Background: an optimization exercise with open tools, aiming at small area. Do not read the settings as production practice. In this exercise RTL edits were held to simulation tests only and were not proved equivalent to the original. Power and IR drop assume default switching activity.

`design/flow/config.mk`:
```
export PLATFORM = sky130hd
export DESIGN_NAME = ecb
export DESIGN_NICKNAME = ecb
export VERILOG_FILES = /design/flow/design.v
export SDC_FILE = /design/flow/constraint.sdc
export NUM_CORES = 4
export LEC_CHECK = 0
export ABC_AREA = 1
export CAP_MARGIN = 20
export CORE_MARGIN = 2
export CORE_UTILIZATION = 40
export SLEW_MARGIN = 20
```
`design/flow/constraint.sdc`:
```
create_clock -name core_clock -period 10.0 [get_ports {clk}]
set_input_delay 2.0000 -clock core_clock [delete_from_list [all_inputs] [get_ports {clk}]]
set_output_delay 2.0000 -clock core_clock [all_outputs]
set_load 0.01 [all_outputs]
```
`design/flow/design.v`:
```
module ecb (
    input  wire        clk,
    input  wire        rst,         
    input  wire        in_valid,
    input  wire [7:0]  in_data,
    input  wire        in_last,
    output wire        in_ready,
    output reg         done,
    output reg  [3:0]  status,
    output reg  [63:0] rdata
);
    localparam [3:0] O_NOP = 4'd0, O_RD = 4'd1, O_VER = 4'd2, O_ILL = 4'd3,
                     O_BLD = 4'd4, O_BLDT = 4'd5, O_STA = 4'd6, O_SETTH = 4'd7,
                     O_INIT = 4'd8, O_SMP = 4'd9, O_CLS = 4'd10;
    reg  [3:0]   ph;           
    reg          clr;          
    reg  [4:0]   k;            
    reg  [3:0]   op;
    reg  [7:0]   b1;           
    reg          pend, run;
    reg  [11:0]  acc;
    reg          cy;
    reg          cmp_dec, cmp_lt, wrx;    
    reg          veq, bad_opc, nanf, mnz;
    reg          base_valid, delta_valid, wrap_rx, wrap_tx, th_valid;
    reg  [127:0] bs;    
    reg  [127:0] dl;    
    reg  [127:0] fa;    
    reg  [31:0]  th;    
    reg  [63:0]  sg;    
    wire [7:0] bs_m  = bs[127:120];
    wire [7:0] dl_m  = dl[127:120];
    wire [7:0] fa_m  = fa[127:120];
    wire [7:0] fa_j1 = fa[15:8];
    wire [7:0] th_m  = th[31:24];
    wire [7:0] sg_m  = sg[63:56];
    wire [7:0] rr_m  = rdata[7:0];
    wire [7:0] rr_c1 = rdata[55:48];
    wire [7:0] rr_c5 = rdata[23:16];    
    wire       pm2_hi     = (ph[3] && ph[2:1] != 2'b00) || (ph[3:1] == 3'b000);    
    wire [7:0] stage_main = ph[3]  ? sg_m      : rr_m;       
    wire [7:0] stage_j1   = pm2_hi ? sg[15:8]  : rr_c1;      
    function [3:0] opdec;
        input [7:0] b;
        case (b)
            8'h00: opdec = O_NOP;
            8'h01: opdec = O_RD;
            8'h10: opdec = O_BLD;
            8'h11: opdec = O_BLDT;
            8'h12: opdec = O_VER;
            8'h13: opdec = O_STA;
            8'h20: opdec = O_INIT;
            8'h21: opdec = O_SMP;
            8'h30: opdec = O_SETTH;
            8'h31: opdec = O_CLS;
            default: opdec = O_ILL;
        endcase
    endfunction
    function [4:0] oplen;
        input [3:0] o;
        case (o)
            O_NOP:   oplen = 5'd1;
            O_RD:    oplen = 5'd2;
            O_BLD:   oplen = 5'd7;
            O_BLDT:  oplen = 5'd7;
            O_VER:   oplen = 5'd13;
            O_STA:   oplen = 5'd13;
            O_INIT:  oplen = 5'd17;
            O_SMP:   oplen = 5'd18;
            O_SETTH: oplen = 5'd4;
            O_CLS:   oplen = 5'd10;
            default: oplen = 5'd0;
        endcase
    endfunction
    function [3:0] cpos;
        input [3:0] o;
        case (o)
            O_BLD, O_BLDT:  cpos = 4'd6;
            O_STA:          cpos = 4'd2;
            O_SETTH:        cpos = 4'd5;
            O_INIT:         cpos = 4'd8;
            O_SMP:          cpos = 4'd9;
            default:        cpos = 4'd3;
        endcase
    endfunction
    wire       stg  = (k != 5'd0) && (op[3:2] != 2'b00);
    wire [3:0] tpos = cpos(op) - k[3:0];
    assign in_ready = !pend && !run && (!stg || ph == tpos);
    wire accept = in_valid && in_ready;
    reg  [7:0] rsrc;      
    reg  [1:0] rring;     
    reg        rfromr;    
    reg  [3:0] rq;
    reg  [3:0] rn;
    reg        rok;
    wire [8:0] sum;
    wire [3:0] cnt = ph - rq;    
    wire       rwin = (rn == 4'd8) ? !cnt[3] :
                      (rn == 4'd3) ? (cnt[3:2] == 2'b00 && cnt[1:0] != 2'b11) :
                      (rn == 4'd2) ? (cnt[3:1] == 3'b000) : (cnt == 4'd0);
    wire       built  = (fa_m[2:0] != 3'd0);                 
    wire [7:0] csum_b = (cnt == 4'd6) ? ((b1 == 8'h29) ? {4'd0, acc[11:8]} : acc[7:0]) :
                        (cnt == 4'd7) ? {4'd0, acc[11:8]} : 8'd0;
    always @(*) begin
        rok    = 1'b1;
        rq     = 4'd0;
        rn     = 4'd1;
        rsrc   = 8'd0;
        rring  = 2'd0;
        rfromr = 1'b0;
        case (b1)
            8'h00: rsrc = {4'd0, status};
            8'h01: begin rfromr = 1'b1; rring = 2'd3; rq = 4'd1; end
            8'h10: begin rfromr = 1'b1; rq = 4'd5; end
            8'h11: begin rsrc = csum_b; rn = 4'd8; end              
            8'h12: begin rsrc = {7'd0, fa_m[7]}; rq = 4'd7; end
            8'h13: begin rfromr = (cnt == 4'd0); rsrc = {4'd0, fa_m[3:0]}; rq = 4'd6; rn = 4'd2; end
            8'h20: begin rsrc = built ? 8'hA0 : 8'h00; rq = 4'd4; end
            8'h21: begin rsrc = {7'd0, built}; rq = 4'd4; end
            8'h22, 8'h23: ;
            8'h24: begin rsrc = {5'd0, fa_m[2:0]}; rq = 4'd4; end
            8'h25: begin rfromr = 1'b1; rq = 4'd3; end
            8'h26: begin rfromr = 1'b1; rq = 4'd2; end
            8'h27: begin rfromr = 1'b1; rq = 4'd1; end
            8'h28: begin rfromr = 1'b1; rq = 4'd0; end
            8'h29: begin rsrc = (cnt == 4'd6) ? csum_b : 8'd0; rn = 4'd8; end
            8'h2A: begin rsrc = (cnt == 4'd6) ? csum_b : 8'd0; rn = 4'd8; end
            8'h30: begin rsrc = {7'd0, fa_m[3]};   rq = 4'd4; end
            8'h31: begin rsrc = {6'd0, fa_m[5:4]}; rq = 4'd4; end
            8'h32: begin rsrc = {6'd0, fa_m[7:6]}; rq = 4'd4; end
            8'h33: begin rfromr = 1'b1; rq = 4'd15; end
            8'h34: begin rfromr = 1'b1; rq = 4'd14; end
            8'h35: begin rfromr = 1'b1; rq = 4'd13; end
            8'h36: begin rfromr = 1'b1; rq = 4'd12; end
            8'h37: begin rfromr = 1'b1; rq = 4'd10; rn = 4'd2; end
            8'h38, 8'h39: begin rfromr = 1'b1; rq = 4'd8; rn = 4'd2; end
            8'h3A: begin rfromr = 1'b1; rq = 4'd10; rn = 4'd2; end
            8'h3B: begin rsrc = {7'd0, (cnt == 4'd2) && !cy}; rq = 4'd10; rn = 4'd3; end    
            8'h40: begin rfromr = 1'b1; rring = 2'd1; rq = 4'd0; rn = 4'd8; end
            8'h41: begin rfromr = 1'b1; rring = 2'd1; rq = 4'd8; rn = 4'd8; end
            8'h42: rsrc = {7'd0, base_valid};
            8'h43: begin rfromr = 1'b1; rring = 2'd2; rq = 4'd0; rn = 4'd8; end
            8'h44: begin rfromr = 1'b1; rring = 2'd2; rq = 4'd8; rn = 4'd8; end
            8'h45: rsrc = {7'd0, delta_valid};
            8'h46: rsrc = {7'd0, wrap_rx};
            8'h47: rsrc = {7'd0, wrap_tx};
            8'h50: begin rfromr = 1'b1; rring = 2'd3; rq = 4'd0; end
            8'h51: begin rfromr = 1'b1; rring = 2'd3; rq = 4'd3; end
            8'h52: begin rfromr = 1'b1; rring = 2'd3; rq = 4'd2; end
            8'h53: rsrc = {7'd0, th_valid};
            8'h54: begin rsrc = {6'd0, fa_m[5:4]}; rq = 4'd7; end
            8'h55: begin rsrc = {7'd0, fa_m[6]};   rq = 4'd7; end
            default: rok = 1'b0;
        endcase
    end
    reg [3:0] fcode;
    always @(*) begin
        fcode = 4'd0;
        if (op == O_ILL)
            fcode = 4'd1;
        else if (k != oplen(op))
            fcode = 4'd2;
        else if ((op == O_SMP || op == O_CLS) && b1[7:1] != 7'd0)
            fcode = 4'd8;
        else begin
            case (op)
                O_RD:          if (!rok) fcode = 4'd7;
                O_BLD, O_BLDT: if (bad_opc) fcode = 4'd3;
                O_SMP:         if (!base_valid) fcode = 4'd4;
                O_CLS:
                    if (b1[0]) begin
                        if (!th_valid) fcode = 4'd5;
                        else if (nanf) fcode = 4'd6;
                    end
                default: ;
            endcase
        end
    end
    wire ok   = (fcode == 4'd0);
    wire rdgo = (op == O_RD) && ok;
    wire xe   = run && ok && (op != O_RD);      
    wire [3:0] qs  = rdgo ? rq : (op == O_CLS) ? 4'd8 : 4'd0;    
    wire [3:0] ph1 = ph + 4'd1;
    wire       rlate6 = (b1 == 8'h11) || (b1 == 8'h29) || (b1 == 8'h2A);
    wire       fin = rdgo ? (cnt == ((b1 == 8'h3B) ? 4'd9 : rlate6 ? 4'd13 : 4'd7)) : (ph1 == qs);
    wire rd_toff  = (b1[7:1] == 7'h1D);                
    wire rd_delta = (b1[7:1] == 7'h21) || (b1 == 8'h44);   
    wire rd_wrap  = b1[0] ? wrap_rx : wrap_tx;            
    reg [7:0] aa, bb;
    reg       ci;
    always @(*) begin
        aa = stage_main;
        bb = 8'd0;
        ci = 1'b0;
        if (op == O_RD) begin
            case (rring)
                2'd0: aa = (ph == 4'd4) ? {5'd0, fa_m[2:0]} : fa_m;    
                2'd1: aa = bs_m;
                2'd2: aa = dl_m;
                default: aa = th_m;
            endcase
            if (rd_toff) begin
                bb = ~fa_j1; ci = (ph == 4'd10) ? 1'b1 : cy;
            end else if (rd_delta) begin
                bb = {8{rd_wrap}}; ci = (ph[2:0] != 3'd0) && cy;
            end
        end else begin
            case (op)
                O_BLDT: begin
                    aa = (ph[3:1] == 3'b000) ? rr_c5 : stage_main;
                    bb = (ph[3:1] == 3'b001) ? stage_j1 : 8'd0;
                    ci = (ph == 4'd3) ? cy : 1'b0;
                end
                O_SMP: begin                   
                    bb = ~bs_m;
                    ci = (ph[2:0] == 3'd0) ? 1'b1 : cy;
                end
                O_CLS: begin                   
                    aa = acc[7:0]; bb = ~th_m; ci = 1'b1;
                end
                default: ;
            endcase
        end
    end
    assign sum = {1'b0, aa} + {1'b0, bb} + {8'd0, ci};
    wire [11:0] acc_base = run ? ((ph == 4'd0) ? 12'h0A1 : acc)
                               : ((k == 5'd2) ? 12'd0 : acc);    
    wire [7:0]  acc_add  = run ? sum[7:0] : in_data;
    wire [11:0] acc_nx   = acc_base + {4'd0, acc_add};
    wire vok_c = (b1 == 8'd11) && (acc != 12'd0) && veq;
    wire okst  = vok_c && cmp_dec;
    wire [7:0]  u2  = rr_m;               
    wire [7:0]  u3  = rdata[63:56];       
    wire [7:0]  u4  = sg[15:8];           
    wire [10:0] ue  = {u2[6:0], u3[7:4]};
    wire        u_nan   = (ue == 11'h7FF) && mnz;
    wire        u_zero  = (ue == 11'd0) && !mnz;
    wire        u_neg   = u2[7] && !u_zero;
    wire        u_big   = ue[10] && (ue[9:3] != 7'd0 || ue[2:0] == 3'd7);
    wire        u_small = !ue[10] && (ue[9:0] != 10'h3FF);
    wire [7:0]  um      = {1'b1, u3[3:0], u4[7:5]};
    reg  [7:0]  ux;
    always @(*) begin
        case (ue[2:0])
            3'd7: ux = {7'd0, um[7]};
            3'd0: ux = {6'd0, um[7:6]};
            3'd1: ux = {5'd0, um[7:5]};
            3'd2: ux = {4'd0, um[7:4]};
            3'd3: ux = {3'd0, um[7:3]};
            3'd4: ux = {2'd0, um[7:2]};
            3'd5: ux = {1'd0, um[7:1]};
            default: ux = um;
        endcase
        if (u_small)
            ux = 8'd0;
    end
    wire        u_lt = acc[8] || (!acc[9] && !sum[8]);    
    wire ctr_x  = xe && (op == O_INIT || op == O_SMP);
    wire [7:0] bs_in = ctr_x ? stage_main : (clr ? 8'd0 : bs_m);
    wire [7:0] dl_in = ctr_x ? ((op == O_SMP) ? sum[7:0] : 8'd0) : (clr ? 8'd0 : dl_m);
    reg  [7:0] fa_wm, fa_wd;       
    always @(*) begin
        fa_wm = 8'h00;
        fa_wd = sum[7:0];
        if (xe) begin
            case (op)
                O_BLD, O_BLDT:
                    if (ph[3:1] == 3'b010)                    
                        fa_wm = ph[0] ? 8'hFF : 8'h07;
                    else if (ph[3:2] == 2'b00)
                        fa_wm = 8'hFF;
                O_VER, O_STA: begin
                    if (ph == 4'd6) begin
                        fa_wm = 8'hFF; fa_wd = acc[7:0];
                    end else if (ph == 4'd7) begin
                        fa_wm = 8'h8F; fa_wd = {vok_c, 3'd0, acc[11:8]};
                    end else if (op == O_STA && ph == 4'd4) begin
                        fa_wm = 8'hF8;
                        fa_wd = okst ? {cmp_lt, wrx, 2'd0, 1'b1, 3'd0}
                                     : {2'd0, (b1 != 8'd11) ? 2'd1 : (!vok_c) ? 2'd2 : 2'd3, 4'd0};
                    end else if (op == O_STA && ph[3]) begin
                        fa_wm = 8'hFF; fa_wd = okst ? stage_main : 8'd0;
                    end
                end
                O_CLS:
                    if (ph == 4'd7) begin
                        fa_wm = b1[0] ? 8'h70 : 8'h40;
                        fa_wd = {1'b0, b1[0], cmp_lt, wrx, 4'd0};
                    end
                default: ;
            endcase
        end
    end
    wire [7:0] fa_in = (fa_wm & fa_wd) | (~fa_wm & (clr ? 8'd0 : fa_m));
    wire th_fw = run && !ok && (ph[1:0] == 2'b01);        
    wire th_we = th_fw || (xe && (op == O_SETTH) && (ph == 4'd2 || ph == 4'd3 || ph == 4'd4));
    reg  [7:0] fbit;
    always @(*) begin
        case (fcode)
            4'd1: fbit = 8'h01;
            4'd2: fbit = 8'h02;
            4'd3: fbit = 8'h04;
            4'd4: fbit = 8'h08;
            4'd5: fbit = 8'h10;
            4'd6: fbit = 8'h20;
            4'd7: fbit = 8'h40;
            default: fbit = 8'h80;
        endcase
    end
    wire [7:0] th_wd = th_fw ? (th_m | fbit) : stage_main;
    wire [7:0] th_in = th_we ? th_wd : (clr ? 8'd0 : th_m);
    wire       swr   = accept && stg;
    wire       k2to10 = (k[4:3] == 2'b00 && k[2:1] != 2'b00) || (k[4:2] == 3'b010 && k[1:0] != 2'b11);
    wire [7:0] sg_in = (swr && tpos[3]) ? in_data : sg_m;
    wire [7:0] rd_in = (run && rdgo && rwin && !clr) ? (rfromr ? sum[7:0] : rsrc) : 8'd0;
    wire [7:0] rr_in = (run && rdgo) ? rd_in : (swr && !tpos[3]) ? in_data : rr_m;
    always @(posedge clk) begin
        bs    <= {bs[119:0], bs_in};
        dl    <= {dl[119:0], dl_in};
        fa    <= {fa[119:0], fa_in};
        th    <= {th[23:0], th_in};
        sg    <= {sg[55:0], sg_in};
        rdata <= {rr_in, rdata[63:8]};
        cy    <= sum[8];
    end
    always @(posedge clk) begin
        if (rst) begin
            ph      <= 4'd0;
            clr     <= 1'b1;
            k       <= 5'd0;
            pend    <= 1'b0;
            run     <= 1'b0;
            done    <= 1'b0;
            status  <= 4'd0;
            base_valid  <= 1'b0;
            delta_valid <= 1'b0;
            wrap_rx     <= 1'b0;
            wrap_tx     <= 1'b0;
            th_valid    <= 1'b0;
        end else begin
            ph   <= ph1;
            done <= 1'b0;
            if (ph == 4'd15)
                clr <= 1'b0;
            if (accept) begin
                if (k != 5'd31)
                    k <= k + 5'd1;
                if (k == 5'd0) begin
                    op   <= opdec(in_data);
                    nanf <= 1'b0;
                end
                if (k == 5'd1)
                    b1 <= in_data;
                if (in_last)
                    pend <= 1'b1;
                if (k != 5'd0) begin
                    case (op)
                        O_VER, O_STA: begin
                            if (k2to10)
                                acc <= acc_nx;
                            if (k == 5'd11)
                                veq <= (in_data == {4'd0, acc[11:8]});
                            if (k == 5'd12)
                                veq <= veq && (in_data == acc[7:0]);
                            if (k == 5'd2) begin
                                cmp_dec <= (in_data[7:2] == 6'd0);
                                cmp_lt  <= in_data[1];
                                wrx     <= in_data[0];
                            end
                        end
                        O_BLD:
                            if (k == 5'd2) bad_opc <= (in_data[7:3] != 5'd0) || (in_data[2:0] == 3'd0) || (in_data[2:1] == 2'b11);
                        O_BLDT:
                            if (k == 5'd2) bad_opc <= (in_data != 8'd4) && (in_data != 8'd5);
                        default: ;
                    endcase
                end
            end
            if (pend && ph1 == qs) begin
                pend <= 1'b0;
                run  <= 1'b1;
            end
            if (run) begin
                if (fin) begin
                    run    <= 1'b0;
                    done   <= 1'b1;
                    status <= fcode;
                    k <= 5'd0;
                end
            end
            if (run && op == O_RD && (ph[3:2] == 2'b00 || ph == 4'd4))      
                acc <= (ph == 4'd4 && !built) ? 12'd0 : acc_nx;
            if (xe) begin
                case (op)
                    O_INIT:
                        if (ph == 4'd0) begin
                            base_valid  <= 1'b1;
                            delta_valid <= 1'b0;
                            wrap_rx     <= 1'b0;
                            wrap_tx     <= 1'b0;
                        end
                    O_SMP: begin
                        if (ph == 4'd0)
                            delta_valid <= !b1[0];
                        if (ph == 4'd7)
                            wrap_rx <= !sum[8];
                        if (ph == 4'd15)
                            wrap_tx <= !sum[8];
                    end
                    O_SETTH:
                        if (ph == 4'd0)
                            th_valid <= 1'b1;
                    O_CLS: begin
                        if (ph[3:1] == 3'b101 || ph[3:2] == 2'b11)
                            mnz <= ((ph == 4'd10) ? 1'b0 : mnz) | (|stage_main);
                        if (ph == 4'd0)
                            mnz <= mnz | (|stage_main[3:0]);
                        if (ph == 4'd1) begin
                            nanf   <= b1[0] && u_nan;
                            acc    <= {2'b00, u_big, u_neg, ux};
                            cmp_lt <= 1'b1;
                            wrx    <= 1'b1;
                        end
                        if ((ph == 4'd2 || ph == 4'd3 || ph == 4'd4) && u_lt) begin
                            cmp_lt <= (ph == 4'd2);
                            wrx    <= (ph == 4'd3);
                        end
                    end
                    default: ;
                endcase
            end
        end
    end
endmodule
```
`design/flow/flow/run.sh`:
```
#!/bin/bash
# The standard ORFS layout (the standard.sh) with these changes:
#  - every input and output port is still buffered, with the smallest buffer cell;
#  - clock tree synthesis uses fixed sink clustering and no dummy loads;
#  - after global routing, cells on paths with slack are downsized (power recovery).
set -euo pipefail
export BUFFER_PORTS_ARGS="-buffer_cell sky130_fd_sc_hd__buf_1"
export CTS_ARGS="-sink_clustering_enable -repair_clock_nets -buf_list sky130_fd_sc_hd__clkbuf_8 -sink_clustering_size 18 -sink_clustering_max_diameter 50 -dont_use_dummy_load"
export RECOVER_POWER=100
bash standard.sh > standard_flow.log 2>&1
```
`design/flow/standard.sh`:
```
#!/bin/bash
# synth_recipe.tcl (not shown) runs the flow's synth.tcl, then flattens the netlist and writes it again
# the make line also repeats each setting of config.mk as NAME=value (left out here)
make -C /OpenROAD-flow-scripts/flow DESIGN_CONFIG=/design/flow/config.mk WORK_HOME=/design/flow/orfs CLKGATE_MAP_FILE= SYNTH_SCRIPT=/design/flow/synth_recipe.tcl "${@:-finish}"
```
==> results of run 1 <==
==> cell type report <==
type                    instances  share of cell area
clock buffers                  49             0.03238
inverters                     226             0.04079
multi-input cells            1082              0.2777
flip-flops and latches        603              0.5945
well taps                     615             0.03695
repair buffers                 90             0.01766
==> layer usage <==
layer | track usage | vias to the layer above
met5 | 0 | -
met4 | 0.07880 | 0
met3 | 0.04689 | 135
met2 | 0.3603 | 654
met1 | 0.3276 | 6584
li1 | - | 6650
==> state kept, by name, summed over array words and instances (netlist names), 4 cells and up, named ones only <==
| name | count |
|---|---|
| b1 | 8 |
| sg | 64 |
| k | 5 |
| ph | 4 |
| th | 32 |
| status | 4 |
| acc | 12 |
| dl | 128 |
| op | 4 |
| bs | 128 |
| rdata | 64 |
| fa | 128 |
==> layout by cell type (no fill, tap or decap), types with 6 or more instances in the layout <==
cell,instances
a21oi_1,80
clkbuf_8,49
nor4_1,11
a211oi_1,6
nand3_1,94
o31ai_1,6
o22ai_1,36
buf_4,8
or2_2,6
o2111ai_1,8
nor3_1,41
buf_1,72
nor2_1,156
ha_1,34
o221ai_1,10
inv_1,211
xor2_1,20
o21ai_0,156
xnor2_1,11
nand2_1,281
dfxtp_1,572
nand4_1,27
edfxtp_1,31
o211ai_1,10
a31oi_1,14
a22oi_1,12
inv_2,9
clkbuf_1,10
==> synth_stat cells, types with 20 or more instances <==
library cell / number / area share
a21oi_1: 80 / 0.021
clkbuf_1: 27 / 0.0053
dfxtp_1: 572 / 0.60
edfxtp_1: 31 / 0.048
ha_1: 34 / 0.022
inv_1: 206 / 0.040
nand2_1: 278 / 0.054
nand3_1: 91 / 0.024
nand4_1: 25 / 0.0081
nor2_1: 155 / 0.030
nor3_1: 40 / 0.010
o21ai_0: 142 / 0.037
o22ai_1: 36 / 0.012
xor2_1: 20 / 0.0091
==> power groups by stage <==
stage	combinational, W	sequential, W	clock (W)
floorplan	0.000462	0.00281	0
global placement	0.000843	0.00284	0
detailed placement	0.000840	0.00284	0
CTS	0.000847	0.00279	0.00118
global route	0.000925	0.00281	0.00127
finish	0.000855	0.00279	0.00114
==> kinds of logic (layout without fill, tap and decap cells) <==
kind of cell / after synthesis / in the layout / synth area share
and+or+nand+nor: 628 / 628 / 0.1422
adders and majority gates: 39 / 39 / 0.02734
DFF: 603 / 603 / 0.6441
xor gates and xnor gates: 31 / 31 / 0.01412
buffers and inverters: 262 / 365 / 0.05194
muxes: 9 / 9 / 0.005077
AOI/OAI and AO/OA: 375 / 375 / 0.1152
==> stage by stage <==
step                instances  cell area [sq um]
finish                   2665              20830
global route             2665              20830
CTS                      2665              20900
detailed placement       2616              20220
global placement         2616              20220
floorplan                1947              19220
==> how the worst max path moves through the flow <==
| stage | cells after the start | end |
|---|---|---|
| 2_1_floorplan | 28 | acc[11] |
| 3_3_place_gp | 26 | acc[11] |
| 3_5_place_dp | 25 | acc[11] |
| 4_1_cts | 25 | acc[11] |
| 5_1_grt | 25 | acc[11] |
| 6_report | 25 | acc[11] |
==> impl_metrics.ini, run 1 <==
[placement]
io_buffers = 81
post-place-ws_ps = 3602
dpl.hpwl_um = 45340
routabilityCongestion = 0.9617

[worst_setup_path]
setup.worst_path.class = flop to flop
cp_common_cell = o21ai_0
crit_buf_inv = 3
critPathLaunchType = flop
r2r-end = acc[11]
crit_family = compound AO/OA/AOI/OAI gates
r2r-start = op[1]
reg2reg_depth = 25
crit_required_ps = 10420
critPathMaxStageDelay_ps = 710
crit_path_start = op[1]
worst_setup_path_end_kind = flop
cp_max_fo = 10
rrSetupSlack_ps = 3400
crit_slowest_cell = nor2_1
cp.arrival_ps = 7020

[worst_hold_path]
min_from = fa[111]
min_path_cells = 0
whs_endpoint = fa[119]
min_path_type = flop to flop

[clocking]
cts.htree.levels = 2
cts_inserted_buffers = 49
post_cts_buffers = 0
clkLatencyLatePin_ps = 660
clock-sinks = 603
tritoncts = built
cts.reportedPaths.clkPinSlew_ps = 100
cts_resized = 0
clockBufferDepth = 3
cts_hold_buf = 0
cts.root.buffer_cell = clkbuf_8

[routing]
met2WireLength_um = 25040
drcViolationCount = 0
drt-initial-drc-count = 1398
ant_nets = 0
avgRoutedWirePerCell_um = 21.84
viasPerCell = 5.262
met3WireLength_um = 4761
vias = 14020
top_layer = met4
drt-pass1-iter-count = 6
met1Wirelength_um = 26270
totalWireLength_um = 58210

[final_layout]
drive_gt1_frac = 0.04390
post-route-util = 0.4381
final_nets = 2103
multi_input_area_sq_um = 5784
regArea_sq_um = 12380
fillers = 4622
diodes = 0
layout-area-overhead-vs-synth_pct = 8.351

[power_and_ir_drop]
power_density_nw_per_um2 = 229.4
ir_worst_vdd_mv = 0.2023
pwr-share-comb = 0.179
pwr-share-clk = 0.238
sw_frac_of_total = 0.3075
internal_power_w = 0.003309
leakage_nw = 8.517
power_w = 0.004779
switchingPower_w = 0.001469
p_seq_frac = 0.583

[timing]
relSlewSlack = -0.2867
tightest_slew_ps = 1930
tns_ps = 0
fin_skew_ps = 89.68
fin_crit_sh = 0.6604
fin_crit_ps = 6604
fin_ws_ps = 3396
slew_viol_final = 30
rsz0062_at_grt = no
fmax_ghz = 0.1514
setup_viol_count_final = 0
final_hold_viol_count = 0
worst_hold_slack_ps = 253.9

[synthesis]
synth_cells = 1947
synth-seq-cells = 603
avgSynthCellArea_sq_um = 9.873
ys_types = 64
synth_edf_count = 31
syn-num-nets = 1998
synthesis.area_sq_um = 19220
ys.flop_type = dfxtp_1
postSynth.asyncResetShare = 0
yosysWarnings = 1
ys_seq_area_frac = 0.6441

[grt]
antenna_found_initial = 2
grt_pass1_vias = 13540
grt_use_total = 0.2335
grt_pass1_wl_um = 85850
grt_max_degree = 30
grt_overflow = 0

[flow_run]
maxCapViolCount = 1

[floorplan]
die_area_sq_um = 49820
die_h_um = 223.2
initial_utilization = 0.4043
die_x_um = 223.2
coreArea_sq_um = 47550
ioPinCount = 82
num_rows = 80

[outcome]
violations = capacitance limit, slew limit
status = failed layout checks
==> run 2, diff against run 1 <==
==> design/flow/flow/run.sh (replaced) <==
#!/bin/bash
# The standard ORFS layout (the standard.sh) with these changes:
#  - every input and output port is still buffered, with the smallest buffer cell;
#  - clock tree synthesis uses fixed sink clustering and no dummy loads;
set -euo pipefail
export BUFFER_PORTS_ARGS="-buffer_cell sky130_fd_sc_hd__buf_1"
export CTS_ARGS="-sink_clustering_enable -repair_clock_nets -buf_list sky130_fd_sc_hd__clkbuf_4 -sink_clustering_size 12 -sink_clustering_max_diameter 45 -dont_use_dummy_load"
bash standard.sh > standard_flow.log 2>&1
==> impl_metrics.ini, run 2 <==
[timing]
fin_crit_ps = 6550
relSlewSlack = 0.2921
tightest_slew_ps = 1058
final_hold_viol_count = 0
setup_viol_count_final = 0
tns_ps = 0
rsz0062_at_grt = no
fin_skew_ps = 115.5
fin_crit_sh = 0.6550
slew_viol_final = 0
fmax_ghz = 0.1527
worst_hold_slack_ps = 267.4

[synthesis]
yosysTopAreaCell = dfxtp_1
ys_types = 64
yosysWarnings = 1
syn-num-nets = 1998
avgSynthCellArea_sq_um = 9.873
synth_cells = 1947
synth_common_cells = dfxtp_1, nand2_1, inv_1, nor2_1, o21ai_0
synth.top_cells.by_area = dfxtp_1, nand2_1, edfxtp_1
ys_seq_area_frac = 0.6441
yosysMostFrequentCell = dfxtp_1
postSynth.asyncResetShare = 0
synth-seq-cells = 603
yosysTopAreaCellShare = 0.5957
synth_edf_count = 31
synthesis.area_sq_um = 19220
ys.flop_type = dfxtp_1

[clocking]
cts_inserted_buffers = 69
clockBufferDepth = 3
cts.root.buffer_cell = clkbuf_4
clkLatencyLatePin_ps = 830
tritoncts = built
cts_resized = 0
cts_hold_buf = 0
cts.htree.levels = 3
cts.reportedPaths.clkPinSlew_ps = 120
post_cts_buffers = 0
clock-sinks = 603

[final_layout]
layout-area-overhead-vs-synth_pct = 7.922
final_common_cell = dfxtp_1
top_regs = bs (128), dl (128), fa (128)
final_nets = 2123
drive_gt1_frac = 0.06329
final_cell_mix = dfxtp_1, nand2_1, inv_1

[power_and_ir_drop]
power_density_nw_per_um2 = 224.7
ir_worst_vdd_mv = 0.1744
p_seq_frac = 0.598
sw_frac_of_total = 0.3149
pwr-share-clk = 0.216
pwr-share-comb = 0.186
internal_power_w = 0.003194
leakage_nw = 8.494
switchingPower_w = 0.001468

[routing]
drt-pass1-iter-count = 6
totalWireLength_um = 58420
viasPerCell = 5.265
drt-initial-drc-count = 1291
ant_nets = 0
drcViolationCount = 0
vias = 14140
avgRoutedWirePerCell_um = 21.75

[worst_hold_path]
min_path_cells = 0
min_path_type = flop to flop
whs_endpoint = dl[92]
min_from = dl[84]

[grt]
grt_max_degree = 30
grt_use_total = 0.2358
grt_pass1_wl_um = 86390
grt_pass1_vias = 13630
grt_overflow = 0
antenna_found_initial = 4

[outcome]
status = finished clean

[worst_setup_path]
cp_common_cell = o21ai_0
reg2reg_depth = 25
cp.arrival_ps = 7100
r2r-end = acc[11]
critPathLaunchType = flop
r2r-start = op[1]
rrSetupSlack_ps = 3450
crit_buf_inv = 2
cp_max_fo = 10
crit_family = compound AO/OA/AOI/OAI gates
critPathMaxStageDelay_ps = 710
setup.worst_path.class = flop to flop
crit_path_start = op[1]
worst_setup_path_end_kind = flop
crit_required_ps = 10550
crit_slowest_cell = nor2_1

[placement]
io_buffers = 81
routabilityCongestion = 0.9617
dpl.hpwl_um = 45340

[floorplan]
die_h_um = 223.2
coreArea_sq_um = 47550
die_area_sq_um = 49820
num_rows = 80
initial_utilization = 0.4043
ioPinCount = 82
die_x_um = 223.2

[flow_run]
maxCapViolCount = 0
==> run 2: cell counts after synthesis <==
Identical to the previous run, type by type.
==> run 2: how the worst max path moves through the flow <==
stage | endpoint | slack, ps | depth (start not counted)
after CTS | acc[11] | 3590 | 25
after global placement | acc[11] | 3660 | 26
after detailed placement | acc[11] | 3600 | 25
final | acc[11] | 3450 | 25
after global routing | acc[11] | 3120 | 27
after floorplan | acc[11] | 4770 | 28
==> run 2: final cells by class <==
class | count | area [sq um]
diodes | 1 | 2.502
inverters | 226 | 849.6
clock buffers | 69 | 518.0
flip-flops and latches | 603 | 12380
well taps | 615 | 769.5
repair buffers | 90 | 371.6
multi-input cells | 1082 | 5852
fillers | 4643 | 26800
==> run 2: worst reg2reg max path, stage by stage (launching register included) <==
cell and delay (ps):
edfxtp_1 490, inv_2 150, nand2_1 110, nor2_1 710
inv_1 280, o21ai_0 630, o221ai_1 200, nand2_1 130
o21ai_0 160, fa_1 450, a21oi_1 160, o21ai_0 170
or2_2 330, nand2_1 220, o21ai_0 140, ha_1 380
nand2_1 60, o21ai_0 320, a21oi_1 100, o21ai_0 270
nand2_1 80, a21boi_0 270, nand3_1 130, xor2_1 160
nor2_1 60, o21a_1 170
==> run 2: power groups by stage <==
stage | Clock (W) | Combinational, W | Sequential (W)
detailed placement | 0 | 0.000840 | 0.00284
finish | 0.00101 | 0.000868 | 0.00279
CTS | 0.00106 | 0.000847 | 0.00279
global route | 0.00115 | 0.000933 | 0.00281
global placement | 0 | 0.000843 | 0.00284
floorplan | 0 | 0.000462 | 0.00281
==> run 2: through the flow <==
step                  util  instances  total power [W]  cell area [sq um]  worst slack [ps]
CTS                 0.4362       2685         0.004697              20740              3589
floorplan                -       1947         0.003273              19220              4773
global route        0.4363       2686         0.004893              20740              3117
global placement    0.4252       2616         0.003683              20220              3659
detailed placement  0.4253       2616         0.003679              20220              3602
finish              0.4363       2686         0.004662              20740              3450
==> run 2: per-layer routing <==
metal | wire, um | global-route usage | share of wire | up-vias
met1 | 26660 | 0.3285 | 0.46 | 6673
met3 | 4392 | 0.04649 | 0.075 | 140
li1 | - | - | - | 6729
met5 | 15 | 0 | 0.00026 | -
met2 | 25060 | 0.3579 | 0.43 | 598
met4 | 2291 | 0.09959 | 0.039 | 2
==> run 2: cell families (layout without fill, tap and decap cells) <==
| kind of cell | after synthesis | after routing | synth area share |
|---|---|---|---|
| and+or+nand+nor | 628 | 628 | 0.1422 |
| adders and majority gates | 39 | 39 | 0.02734 |
| other | 0 | 1 | 0 |
| buffers and inverters | 262 | 385 | 0.05194 |
| xor gates and xnor gates | 31 | 31 | 0.01412 |
| AOI/OAI and AO/OA | 375 | 375 | 0.1152 |
| muxes | 9 | 9 | 0.005077 |
| DFF | 603 | 603 | 0.6441 |
==> run 3, diff against run 2 <==
--- a/design/flow/flow/run.sh
+++ b/design/flow/flow/run.sh
@@ -3,3 +3,3 @@
 #  - every input and output port is still buffered, with the smallest buffer cell;
-#  - clock tree synthesis uses fixed sink clustering and no dummy loads;
+#  - clock tree synthesis uses small buffers, fixed sink clustering and no dummy loads.
 set -euo pipefail
==> impl_metrics.ini, run 3 <==
[timing]
fin_ws_ps = 3450
fin_crit_ps = 6550
tns_ps = 0
fmax_ghz = 0.1527
rsz0062_at_grt = no
fin_skew_ps = 115.5
tightest_slew_ps = 1058
final_hold_viol_count = 0
relSlewSlack = 0.2921
slew_viol_final = 0
setup_viol_count_final = 0
fin_crit_sh = 0.6550

[power_and_ir_drop]
leakage_nw = 8.494
power_density_nw_per_um2 = 224.7
ir_worst_vdd_mv = 0.1744

[synthesis]
synth_common_cells = dfxtp_1, nand2_1, inv_1, nor2_1, o21ai_0
yosysTopAreaCellShare = 0.5957
yosysWarnings = 1
synth_cells = 1947
postSynth.asyncResetShare = 0
avgSynthCellArea_sq_um = 9.873
synth_top_family_by_area = simple AND/OR/NAND/NOR gates
synth.top_cells.by_area = dfxtp_1, nand2_1, edfxtp_1
synthAdderAreaFrac = 0.02734
muxShareOfSynthArea = 0.005077
ys_seq_area_frac = 0.6441
synthXorXnorAreaFrac = 0.01412
synth_edf_count = 31
ys_types = 64
synth-seq-cells = 603
yosysMostFrequentCell = dfxtp_1
synth_compound_gate_area_share = 0.1152
synthesis.area_sq_um = 19220
ys.flop_type = dfxtp_1
yosysTopAreaCell = dfxtp_1
syn-num-nets = 1998
synthSimpleGateAreaFrac = 0.1422

[routing]
drcViolationCount = 0
ant_nets = 0
drt-initial-drc-count = 1291
vias = 14140
viasPerCell = 5.265
avgRoutedWirePerCell_um = 21.75
drt-pass1-iter-count = 6
totalWireLength_um = 58420

[clocking]
post_cts_buffers = 0
clock-sinks = 603
clockBufferDepth = 3
tritoncts = built
cts.htree.levels = 3
clkLatencyLatePin_ps = 830
cts.reportedPaths.clkPinSlew_ps = 120
cts_hold_buf = 0
cts.root.buffer_cell = clkbuf_4
cts_inserted_buffers = 69
cts_resized = 0

[worst_setup_path]
r2r-start = op[1]
rrSetupSlack_ps = 3450
crit_path_start = op[1]
critPathLaunchType = flop
cp_max_fo = 10
cp.arrival_ps = 7100
worst_setup_path_end_kind = flop
setup.worst_path.class = flop to flop
crit_required_ps = 10550

[floorplan]
die_h_um = 223.2
num_rows = 80
initial_utilization = 0.4043
die_x_um = 223.2
die_area_sq_um = 49820
ioPinCount = 82
coreArea_sq_um = 47550

[placement]
dpl.hpwl_um = 45340
routabilityCongestion = 0.9617
post-place-ws_ps = 3602
io_buffers = 81

[grt]
grt_overflow = 0
antenna_found_initial = 4
grt_use_total = 0.2358
grt_pass1_wl_um = 86390
grt_pass1_vias = 13630
grt_max_degree = 30

[outcome]
status = finished clean

[final_layout]
final_nets = 2123
fillers = 4643
final_cell_mix = dfxtp_1, nand2_1, inv_1
top_regs = bs (128), dl (128), fa (128)
layout-area-overhead-vs-synth_pct = 7.922
final_common_cell = dfxtp_1
drive_gt1_frac = 0.06329

[worst_hold_path]
min_path_type = flop to flop
min_from = dl[84]

[flow_run]
maxCapViolCount = 0
==> run 3: cell counts after synthesis <==
Identical to the previous run, type by type.
==> run 3: critical path, stage by stage, from the launching register on <==
cell      delay (ps)
edfxtp_1         490
inv_2            150
nand2_1          110
nor2_1           710
inv_1            280
o21ai_0          630
o221ai_1         200
nand2_1          130
o21ai_0          160
fa_1             450
a21oi_1          160
o21ai_0          170
or2_2            330
nand2_1          220
o21ai_0          140
ha_1             380
nand2_1           60
o21ai_0          320
a21oi_1          100
o21ai_0          270
nand2_1           80
a21boi_0         270
nand3_1          130
xor2_1           160
nor2_1            60
o21a_1           170
==> run 3: layout make-up <==
cell class                      instances  area, sq um  area share
Tap cell                              615        769.5     0.03709
Timing Repair Buffer                   90        371.6     0.01791
Clock buffer                           69        518.0     0.02497
Antenna cell                            1        2.502   0.0001206
Sequential cell                       603        12380      0.5969
Multi-Input combinational cell       1082         5852      0.2821
Inverter                              226        849.6     0.04095
==> run 3: report_power, final <==
part | switching [W] | internal, W
logic | 0.000614 | 0.000254
clock network | 0.000690 | 0.000319
registers | 0.000164 | 0.00262
==> run 3: final timing paths <==
check | end | cells past startpoint
worst min-delay path | dl[92] | 0
worst min register to register | dl[92] | 0
worst max register to register | acc[11] | 25
worst max-delay path | acc[11] | 25
==> run 3: per-layer routing <==
metal | vias up | track usage | wire length, um
met5 | - | 0 | 15
met2 | 598 | 0.3579 | 25060
met1 | 6673 | 0.3285 | 26660
met4 | 2 | 0.09959 | 2291
li1 | 6729 | - | -
met3 | 140 | 0.04649 | 4392
==> run 3: cells by family after synthesis <==
family,after synthesis
buffers and inverters,262
AND/OR/NAND/NOR,628
adder cells (fa/ha/maj),39
XOR/XNOR,31
flip-flops,603
AO/OA/AOI/OAI,375
multiplexers,9
==> run 3: stage by stage <==
stage | hold WS, ps | cell area [sq um] | instances | utilization | total power (W)
after floorplan | 309.6 | 19220 | 1947 | - | 0.003273
final | 267.4 | 20740 | 2686 | 0.4363 | 0.004662
after CTS | 262.3 | 20740 | 2685 | 0.4362 | 0.004697
after detailed placement | 312.1 | 20220 | 2616 | 0.4253 | 0.003679
after global placement | 309.6 | 20220 | 2616 | 0.4252 | 0.003683
after global routing | 259.0 | 20740 | 2686 | 0.4363 | 0.004893
==> run 4, diff against run 3 <==
--- a/design/flow/design.v
+++ b/design/flow/design.v
@@ -42,2 +42,41 @@
     wire [7:0] stage_j1   = pm2_hi ? sg[15:8]  : rr_c1;      
+    function [8:0] add8;                 
+        input [7:0] a, b;
+        input       c;
+        integer i;
+        reg cc;
+        begin
+            cc = c;
+            for (i = 0; i < 8; i = i + 1) begin
+                add8[i] = a[i] ^ b[i] ^ cc;
+                cc = (a[i] & b[i]) | (cc & (a[i] ^ b[i]));
+            end
+            add8[8] = cc;
+        end
+    endfunction
+    function [4:0] inc5;                 
+        input [4:0] a;
+        input       c;
+        integer i;
+        reg cc;
+        begin
+            cc = c;
+            for (i = 0; i < 5; i = i + 1) begin
+                inc5[i] = a[i] ^ cc;
+                cc = a[i] & cc;
+            end
+        end
+    endfunction
+    function [3:0] sub4;                 
+        input [3:0] a, b;
+        integer i;
+        reg cc;
+        begin
+            cc = 1'b1;
+            for (i = 0; i < 4; i = i + 1) begin
+                sub4[i] = a[i] ^ ~b[i] ^ cc;
+                cc = (a[i] & ~b[i]) | (cc & (a[i] ^ ~b[i]));
+            end
+        end
+    endfunction
     function [3:0] opdec;
@@ -86,3 +125,3 @@
     wire       stg  = (k != 5'd0) && (op[3:2] != 2'b00);
-    wire [3:0] tpos = cpos(op) - k[3:0];
+    wire [3:0] tpos = sub4(cpos(op), k[3:0]);
     assign in_ready = !pend && !run && (!stg || ph == tpos);
@@ -96,3 +135,3 @@
     wire [8:0] sum;
-    wire [3:0] cnt = ph - rq;    
+    wire [3:0] cnt = sub4(ph, rq);    
     wire       rwin = (rn == 4'd8) ? !cnt[3] :
@@ -182,3 +221,4 @@
     wire [3:0] qs  = rdgo ? rq : (op == O_CLS) ? 4'd8 : 4'd0;    
-    wire [3:0] ph1 = ph + 4'd1;
+    wire [4:0] ph1x = inc5({1'b0, ph}, 1'b1);
+    wire [3:0] ph1 = ph1x[3:0];
     wire       rlate6 = (b1 == 8'h11) || (b1 == 8'h29) || (b1 == 8'h2A);
@@ -224,3 +264,3 @@
     end
-    assign sum = {1'b0, aa} + {1'b0, bb} + {8'd0, ci};
+    assign sum = add8(aa, bb, ci);
     wire [11:0] acc_base = run ? ((ph == 4'd0) ? 12'h0A1 : acc)
@@ -228,3 +268,5 @@
     wire [7:0]  acc_add  = run ? sum[7:0] : in_data;
-    wire [11:0] acc_nx   = acc_base + {4'd0, acc_add};
+    wire [8:0]  acc_lo   = add8(acc_base[7:0], acc_add, 1'b0);
+    wire [4:0]  acc_hi   = inc5({1'b0, acc_base[11:8]}, acc_lo[8]);
+    wire [11:0] acc_nx   = {acc_hi[3:0], acc_lo[7:0]};
     wire vok_c = (b1 == 8'd11) && (acc != 12'd0) && veq;
@@ -346,3 +388,3 @@
                 if (k != 5'd31)
-                    k <= k + 5'd1;
+                    k <= inc5(k, 1'b1);
                 if (k == 5'd0) begin
--- a/design/flow/flow/run.sh
+++ b/design/flow/flow/run.sh
@@ -6,3 +6,3 @@
 export BUFFER_PORTS_ARGS="-buffer_cell sky130_fd_sc_hd__buf_1"
-export CTS_ARGS="-sink_clustering_enable -repair_clock_nets -buf_list sky130_fd_sc_hd__clkbuf_4 -sink_clustering_size 12 -sink_clustering_max_diameter 45 -dont_use_dummy_load"
+export CTS_ARGS="-sink_clustering_enable -repair_clock_nets -buf_list {sky130_fd_sc_hd__clkbuf_4 sky130_fd_sc_hd__clkbuf_8} -sink_clustering_size 12 -sink_clustering_max_diameter 45 -dont_use_dummy_load"
 bash standard.sh > standard_flow.log 2>&1
==> impl_metrics.ini, run 4 <==
[outcome]
status = finished clean

[final_layout]
final_common_cell = dfxtp_1
final_cell_mix = dfxtp_1, nand2_1, inv_1
drive_gt1_frac = 0.06213
final_nets = 2067
post-route-util = 0.4443
layout-area-overhead-vs-synth_pct = 10.25
final_area_sq_um = 21080
top_regs = bs (128), dl (128), fa (128)

[clocking]
cts.root.buffer_cell = clkbuf_8
cts.htree.levels = 3
clkLatencyLatePin_ps = 660
cts_inserted_buffers = 69
post_cts_buffers = 0
tritoncts = built
clockBufferDepth = 3
cts_resized = 0
clock-sinks = 603
cts_hold_buf = 0
cts.reportedPaths.clkPinSlew_ps = 80

[routing]
drt-initial-drc-count = 1318
avgRoutedWirePerCell_um = 21.48
drcViolationCount = 0
ant_nets = 0
totalWireLength_um = 56450
drt-pass1-iter-count = 6
viasPerCell = 5.286
vias = 13890

[timing]
fin_skew_ps = 84.32
final_hold_viol_count = 0
slew_viol_final = 0
tns_ps = 0
fmax_ghz = 0.1215
fin_crit_ps = 8229
setup_viol_count_final = 0
fin_crit_sh = 0.8229
fin_ws_ps = 1771
worst_hold_slack_ps = 273.0
rsz0062_at_grt = no
tightest_slew_ps = 1080
relSlewSlack = 0.2748

[synthesis]
ys.flop_type = dfxtp_1
postSynth.asyncResetShare = 0
yosysTopAreaCell = dfxtp_1
synth_edf_count = 31
synth_cells = 1888
yosysTopAreaCellShare = 0.5989
yosysMostFrequentCell = dfxtp_1
synth.top_cells.by_area = dfxtp_1, edfxtp_1, nand2_1
avgSynthCellArea_sq_um = 10.13
synthesis.area_sq_um = 19120
synth-seq-cells = 603
yosysWarnings = 1
ys_types = 58
ys_seq_area_frac = 0.6476
synth_common_cells = dfxtp_1, nand2_1, inv_1, nor2_1, o21ai_0
syn-num-nets = 1941

[worst_setup_path]
critPathMaxStageDelay_ps = 570
setup.worst_path.class = flop to flop
cp_max_fo = 20
critPathLaunchType = flop
crit_slowest_cell = nor2_1
crit_path_start = op[1]
worst_setup_path_end_kind = flop
reg2reg_depth = 26
crit_cells = 26
crit_family = adder cells
r2r-start = op[1]
crit_buf_inv = 3
cp_common_cell = fa_1
crit_required_ps = 10340
cp.arrival_ps = 8560

[grt]
grt_pass1_vias = 13130
grt_max_degree = 32
antenna_found_initial = 3
grt_pass1_wl_um = 83340
grt_overflow = 0
grt_use_total = 0.2267

[worst_hold_path]
min_path_cells = 0
min_path_type = flop to flop
min_from = th[2]

[placement]
io_buffers = 81
routabilityCongestion = 0.9772
dpl.hpwl_um = 43120
post-place-ws_ps = 1874
postPlaceCellArea_sq_um = 20130

[power_and_ir_drop]
internal_power_w = 0.003599
leakage_nw = 8.497
pwr-share-comb = 0.204
power_density_nw_per_um2 = 249.9
switchingPower_w = 0.001668
sw_frac_of_total = 0.3167
p_seq_frac = 0.540
pwr-share-clk = 0.256
ir_worst_vdd_mv = 0.2109

[floorplan]
die_h_um = 222.6
initial_utilization = 0.4030
ioPinCount = 82
die_area_sq_um = 49560
die_x_um = 222.6
coreArea_sq_um = 47450
num_rows = 80

[flow_run]
maxCapViolCount = 0
## run 4: power by group through the flow
stage / combinational (W) / clock (W) / sequential, W
after detailed placement: 0.00105 / 0 / 0.00289
after global placement: 0.00105 / 0 / 0.00289
after CTS: 0.00106 / 0.00140 / 0.00284
after floorplan: 0.000582 / 0 / 0.00287
after global routing: 0.00116 / 0.00149 / 0.00287
final: 0.00107 / 0.00135 / 0.00284
## run 4: final timing paths
check                                to  slack [ps]
worst min-delay path             th[10]         270
worst max register to register  acc[11]        1770
worst min register to register   th[10]         270
worst max-delay path            acc[11]        1770
## run 4: cells by family (layout without fill, tap and decap cells)
group,count (synthesis),count (layout),synth area share
compound gates,351,351,0.1103
xor+xnor,22,22,0.01008
fa+ha+maj,41,41,0.03429
buf+inv,248,372,0.04954
flops,603,603,0.6476
mux,8,8,0.004319
other cells,0,1,0
simple gates,615,615,0.1439
## run 4: area by class of cell
| cell class | count | area (sq um) |
|---|---|---|
| diodes | 1 | 2.502 |
| clock buffers | 69 | 949.7 |
| fillers | 4630 | 26370 |
| inverters | 209 | 784.5 |
| multi-input cells | 1037 | 5791 |
| flip-flops and latches | 603 | 12380 |
| well taps | 615 | 769.5 |
| repair buffers | 94 | 401.6 |
## run 4: metal layers
| layer | GRT usage | vias to the layer above | routed length, um |
|---|---|---|---|
| met3 | 0.05038 | 124 | 4327 |
| met1 | 0.3150 | 6638 | 25690 |
| met4 | 0.07837 | 0 | 1770 |
| met5 | 0 | - | 0 |
| li1 | - | 6512 | - |
| met2 | 0.3487 | 617 | 24660 |
## run 4: stage by stage
| stage | cells | total power [W] |
|---|---|---|
| finish | 2628 | 0.005267 |
| global route | 2628 | 0.005512 |
| CTS | 2627 | 0.005302 |
| detailed placement | 2558 | 0.003943 |
| global placement | 2558 | 0.003939 |
| floorplan | 1888 | 0.003450 |
==> run 5, diff against run 4 <==
==> design/flow/flow/run.sh (replaced) <==
#!/bin/bash
# The standard ORFS layout (the standard.sh) with these changes:
#  - every input and output port is still buffered, with the smallest buffer cell;
#  - clock tree synthesis uses small buffers, fixed sink clustering and no dummy loads.
set -euo pipefail
export BUFFER_PORTS_ARGS="-buffer_cell sky130_fd_sc_hd__buf_1"
export CTS_ARGS="-sink_clustering_enable -repair_clock_nets -buf_list sky130_fd_sc_hd__clkbuf_4 -sink_clustering_size 11 -sink_clustering_max_diameter 40 -dont_use_dummy_load"
bash standard.sh > standard_flow.log 2>&1
==> impl_metrics.ini, run 5 <==
[power_and_ir_drop]
pwr-share-clk = 0.212
p_seq_frac = 0.572
ir_worst_vdd_mv = 0.2012
power_density_nw_per_um2 = 240.2
internal_power_w = 0.003336
switchingPower_w = 0.001638
pwr-share-comb = 0.217
leakage_nw = 8.351
sw_frac_of_total = 0.3293

[timing]
relSlewSlack = 0.2938
fmax_ghz = 0.1212
final_hold_viol_count = 0
setup_viol_count_final = 0
fin_skew_ps = 93.74
tns_ps = 0
fin_crit_sh = 0.8253
slew_viol_final = 0
rsz0062_at_grt = no
fin_crit_ps = 8253
tightest_slew_ps = 1051

[outcome]
status = finished clean

[grt]
antenna_found_initial = 3
grt_pass1_vias = 13220
grt_overflow = 0
grt_pass1_wl_um = 83460
grt_max_degree = 32
grt_use_total = 0.2268

[routing]
vias = 13970
avgRoutedWirePerCell_um = 21.40
viasPerCell = 5.296
drt-initial-drc-count = 1317
ant_nets = 0
totalWireLength_um = 56460
drt-pass1-iter-count = 6
drcViolationCount = 0

[placement]
postPlaceCellArea_sq_um = 20130
routabilityCongestion = 0.9772
io_buffers = 81
dpl.hpwl_um = 43120

[synthesis]
syn-num-nets = 1941
ys.flop_type = dfxtp_1
yosysWarnings = 1
synth_compound_gate_area_share = 0.1103
yosysTopAreaCellShare = 0.5989
synth_cells = 1888
yosysTopAreaCell = dfxtp_1
synthesis.area_sq_um = 19120
ys_seq_area_frac = 0.6476
avgSynthCellArea_sq_um = 10.13
postSynth.asyncResetShare = 0
ys_types = 58
synth_common_cells = dfxtp_1, nand2_1, inv_1, nor2_1, o21ai_0
synth-seq-cells = 603
synth_edf_count = 31
synthSimpleGateAreaFrac = 0.1439
synth.top_cells.by_area = dfxtp_1, edfxtp_1, nand2_1
synth_top_family_by_area = simple AND/OR/NAND/NOR gates
yosysMostFrequentCell = dfxtp_1
synthXorXnorAreaFrac = 0.01008
synthAdderAreaFrac = 0.03429
muxShareOfSynthArea = 0.004319

[floorplan]
die_h_um = 222.6
coreArea_sq_um = 47450
num_rows = 80
die_area_sq_um = 49560
ioPinCount = 82
die_x_um = 222.6
initial_utilization = 0.4030

[clocking]
post_cts_buffers = 0
cts.htree.levels = 3
cts.root.buffer_cell = clkbuf_4
clockBufferDepth = 3
cts.reportedPaths.clkPinSlew_ps = 100
clock-sinks = 603
cts_inserted_buffers = 76
tritoncts = built
clkLatencyLatePin_ps = 830
cts_resized = 0
cts_hold_buf = 0

[worst_setup_path]
setup.worst_path.class = flop to flop
rrSetupSlack_ps = 1750
cp_max_fo = 20
cp.arrival_ps = 8740
critPathLaunchType = flop
worst_setup_path_end_kind = flop
crit_required_ps = 10480

[final_layout]
final_nets = 2074
drive_gt1_frac = 0.06538
top_regs = bs (128), dl (128), fa (128)
final_common_cell = dfxtp_1
final_cell_mix = dfxtp_1, nand2_1, inv_1
final_area_sq_um = 20710
post-route-util = 0.4365
fillers = 4682
layout-area-overhead-vs-synth_pct = 8.311

[flow_run]
maxCapViolCount = 0

[worst_hold_path]
min_path_type = flop to flop
## run 5: cell count changes in the layout (fill, tap and decap cells not counted), sizes merged
cell | previous run | this run
diode | 1 | 4
clkbuf | 69 | 76
## run 5: path summary, 6_finish.rpt
kind,start,endpoint,cells after the start
worst max-delay path,op[1],acc[11],26
worst min-delay path,dl[81],dl[89],0
worst max register to register,op[1],acc[11],26
worst min register to register,dl[81],dl[89],0
## run 5: area by class of cell
type                    count  area (sq um)  area share
multi-input cells        1037          5791      0.2796
well taps                 615         769.5     0.03716
diodes                      4         10.01   0.0004834
clock buffers              76         570.5     0.02755
inverters                 209         784.5     0.03788
repair buffers             94         401.6     0.01939
flip-flops and latches    603         12380      0.5979
## run 5: power by group through the flow
| stage | Clock [W] | Combinational [W] | Sequential, W |
|---|---|---|---|
| global route | 0.00119 | 0.00116 | 0.00287 |
| detailed placement | 0 | 0.00105 | 0.00289 |
| CTS | 0.00110 | 0.00106 | 0.00284 |
| floorplan | 0 | 0.000582 | 0.00287 |
| global placement | 0 | 0.00105 | 0.00289 |
| finish | 0.00105 | 0.00108 | 0.00284 |
## run 5: per-stage QoR
step	hold WS, ps	instances	power (W)	worst slack, ps
final	276.2	2638	0.004973	1747
after global routing	270.3	2638	0.005214	1275
after CTS	266.0	2634	0.005005	1832
after detailed placement	312.1	2558	0.003943	1874
after floorplan	309.6	1888	0.003450	2573
after global placement	309.5	2558	0.003939	2008
## run 5: logic make-up after synthesis
kind of cell	count (synthesis)
mux	8
fa+ha+maj	41
xor+xnor	22
simple gates	615
flops	603
buf+inv	248
compound gates	351
## run 5: worst max-delay path, stage by stage, from the launching register on
cell      delay, ps
edfxtp_1        460
inv_1           120
nand2_1         100
nor2_1          590
inv_1           570
nor2_1          210
inv_1           130
a21oi_1         220
or3_1           170
fa_1            520
nand2_1         110
o21ai_0         100
ha_1            270
fa_1            460
fa_1            460
fa_1            470
fa_1            470
fa_1            470
fa_1            470
fa_1            450
ha_1            210
ha_1            190
ha_1            200
xnor2_1         200
nor2_1           70
o21ai_0         180
nor2_1           50
## run 5: routing by layer
metal  wire [um]  part of all wire  GRT usage
met2       24710              0.44     0.3517
met3        4777             0.085    0.05052
met5           0                 0          0
met4        1721             0.030    0.07729
met1       25250              0.45     0.3131
==> run 6, diff against run 5 <==
--- a/design/flow/flow/run.sh
+++ b/design/flow/flow/run.sh
@@ -6,3 +6,3 @@
 export BUFFER_PORTS_ARGS="-buffer_cell sky130_fd_sc_hd__buf_1"
-export CTS_ARGS="-sink_clustering_enable -repair_clock_nets -buf_list sky130_fd_sc_hd__clkbuf_4 -sink_clustering_size 11 -sink_clustering_max_diameter 40 -dont_use_dummy_load"
+export CTS_ARGS="-sink_clustering_enable -repair_clock_nets -buf_list sky130_fd_sc_hd__clkbuf_4 -sink_clustering_size 10 -sink_clustering_max_diameter 40 -dont_use_dummy_load"
 bash standard.sh > standard_flow.log 2>&1
==> impl_metrics.ini, run 6 <==
[worst_setup_path]
critPathMaxStageDelay_ps = 560
rrSetupSlack_ps = 1800
worst_setup_path_end_kind = flop
r2r-end = acc[11]
setup.worst_path.class = flop to flop
cp.arrival_ps = 8670
crit_slowest_cell = nor2_1
reg2reg_depth = 26
crit_path_start = op[1]
critPathLaunchType = flop
cp_max_fo = 20
r2r-start = op[1]
endpoint = acc[11]
cp_common_cell = fa_1
crit_required_ps = 10470

[clocking]
cts_resized = 0
clockBufferDepth = 3
tritoncts = built
post_cts_buffers = 0
cts.htree.levels = 3
clkLatencyLatePin_ps = 860
clock-sinks = 603
cts.root.buffer_cell = clkbuf_4
cts_hold_buf = 0
cts_inserted_buffers = 80
cts.reportedPaths.clkPinSlew_ps = 100

[placement]
io_buffers = 81
routabilityCongestion = 0.9772
dpl.hpwl_um = 43120
dp_cells = 2558

[power_and_ir_drop]
ir_worst_vdd_mv = 0.1929
switchingPower_w = 0.001638
pwr-share-comb = 0.215
power_density_nw_per_um2 = 240.6
pwr-share-clk = 0.216
sw_frac_of_total = 0.3282
internal_power_w = 0.003353
p_seq_frac = 0.569
leakage_nw = 8.369

[routing]
drt-pass1-iter-count = 5
vias = 13970
avgRoutedWirePerCell_um = 21.31
totalWireLength_um = 56310
drt-initial-drc-count = 1318
drcViolationCount = 0
viasPerCell = 5.286
ant_nets = 0

[worst_hold_path]
min_path_cells = 0
min_path_type = flop to flop
min_from = th[7]

[floorplan]
coreArea_sq_um = 47450
die_h_um = 222.6
die_area_sq_um = 49560
initial_utilization = 0.4030
die_x_um = 222.6
num_rows = 80
ioPinCount = 82

[timing]
fin_crit_ps = 8205
tns_ps = 0
fmax_ghz = 0.1219
tightest_slew_ps = 1048
fin_crit_sh = 0.8205
fin_skew_ps = 135.9
slew_viol_final = 0
relSlewSlack = 0.2956
setup_viol_count_final = 0
rsz0062_at_grt = no
final_hold_viol_count = 0

[grt]
grt_use_total = 0.2273
grt_pass1_vias = 13300
grt_pass1_wl_um = 83570
antenna_found_initial = 4
grt_max_degree = 32
grt_overflow = 0

[flow_run]
maxCapViolCount = 0

[final_layout]
final_cell_mix = dfxtp_1, nand2_1, inv_1
final_nets = 2078
fillers = 4666
regArea_sq_um = 12380
top_regs = bs (128), dl (128), fa (128)
layout-area-overhead-vs-synth_pct = 8.468
final_common_cell = dfxtp_1
multi_input_area_sq_um = 5791
drive_gt1_frac = 0.06723
fin_cells = 2642

[synthesis]
yosysMostFrequentCell = dfxtp_1
synthAdderAreaFrac = 0.03429
ys_types = 58
yosysTopAreaCell = dfxtp_1
yosysWarnings = 1
synth_common_cells = dfxtp_1, nand2_1, inv_1, nor2_1, o21ai_0
ys.flop_type = dfxtp_1
postSynth.asyncResetShare = 0
yosysTopAreaCellShare = 0.5989
synth.top_cells.by_area = dfxtp_1, edfxtp_1, nand2_1
synth_edf_count = 31
muxShareOfSynthArea = 0.004319
avgSynthCellArea_sq_um = 10.13
synth-seq-cells = 603
synthXorXnorAreaFrac = 0.01008
ys_seq_area_frac = 0.6476
synth_top_family_by_area = simple AND/OR/NAND/NOR gates
synthSimpleGateAreaFrac = 0.1439
syn-num-nets = 1941
synthesis.area_sq_um = 19120
synth_compound_gate_area_share = 0.1103
synth_cells = 1888

[outcome]
status = finished clean
## run 6: cell counts after synthesis
No cell type changed its count.
## run 6: logic make-up (layout without fill, tap and decap cells)
kind of cell               count (synthesis)  count (layout)
AOI/OAI and AO/OA                        351             351
other                                      0               4
buffers and inverters                    248             383
DFF                                      603             603
and+or+nand+nor                          615             615
xor gates and xnor gates                  22              22
muxes                                      8               8
adders and majority gates                 41              41
## run 6: area by class of cell
cell class                      instances  area share
Tap cell                              615     0.03710
Clock buffer                           80     0.02896
Timing Repair Buffer                   94     0.01937
Multi-Input combinational cell       1037      0.2792
Sequential cell                       603      0.5970
Inverter                              209     0.03783
Antenna cell                            4   0.0004827
## run 6: stage by stage
| step | setup slack, ps | total power, W | instance area [sq um] | hold slack (ps) | util |
|---|---|---|---|---|---|
| floorplan | 2573 | 0.003450 | 19120 | 309.6 | - |
| global placement | 2008 | 0.003939 | 20130 | 309.5 | 0.4242 |
| detailed placement | 1874 | 0.003943 | 20130 | 312.1 | 0.4242 |
| CTS | 1798 | 0.005031 | 20730 | 269.6 | 0.4369 |
| global route | 1239 | 0.005246 | 20740 | 272.2 | 0.4371 |
| finish | 1795 | 0.004990 | 20740 | 275.6 | 0.4371 |
## run 6: worst min-delay path by stage
stage	end	slack, ps
after floorplan	bs[100]	310
after CTS	th[15]	270
after detailed placement	dl[121]	310
after global routing	th[15]	270
after global placement	bs[72]	310
final	th[15]	280
## run 6: critical path, delay by kind of cell (launching register included)
| kind | cells | cell delay, ps |
|---|---|---|
| compound gates | 3 | 510 |
| xor+xnor | 1 | 210 |
| fa+ha+maj | 12 | 4620 |
| buf+inv | 3 | 810 |
| flops | 1 | 470 |
| simple gates | 7 | 1270 |
## run 6: power by group through the flow
stage,Combinational [W],Sequential (W),Clock (W)
3_3_place_gp,0.00105,0.00289,0
2_1_floorplan,0.000582,0.00287,0
6_report,0.00107,0.00284,0.00108
4_1_cts,0.00106,0.00284,0.00113
5_1_grt,0.00116,0.00287,0.00122
3_5_place_dp,0.00105,0.00289,0
## run 6: per-layer routing
layer,vias up,global-route usage,wire (um)
met1,6621,0.3144,25300
met2,648,0.3497,24600
met4,0,0.08140,1907
li1,6565,-,-
met5,-,0,0
met3,132,0.05091,4500

==> what the ideal ports hide <==
No port has a modelled driver above. Below, the same layouts with a new extraction and two added sets of constraints.
Step 1, drivers: a clkbuf_16 drives clk and a buf_2 each remaining input, both assumed.
Step 2 also shifts input and output timing later by t, the mid clock arrival at the registers, as if the neighbouring blocks saw the same clock.
Three values: no drivers, after step 1, after step 2; two values: the first two.
| run | t, ns | slack for setup (ns) | worst setup path after step 2 | latest minus earliest clock arrival (ns) | cell pins on the clock port's net |
|---|---|---|---|---|---|
| run 1 | 0.669 | 3.396 / 3.396 / 3.396 | register to register | 0.091 / 0.091 | 1 |
| run 2 | 0.829 | 3.450 / 3.450 / 3.450 | register to register | 0.116 / 0.115 | 1 |
| run 3 | 0.829 | 3.450 / 3.450 / 3.450 | register to register | 0.116 / 0.115 | 1 |
| run 4 | 0.668 | 1.771 / 1.771 / 1.771 | register to register | 0.085 / 0.085 | 1 |
| run 5 | 0.834 | 1.747 / 1.747 / 1.747 | register to register | 0.095 / 0.095 | 1 |
| run 6 | 0.844 | 1.795 / 1.795 / 1.795 | register to register | 0.137 / 0.137 | 1 |
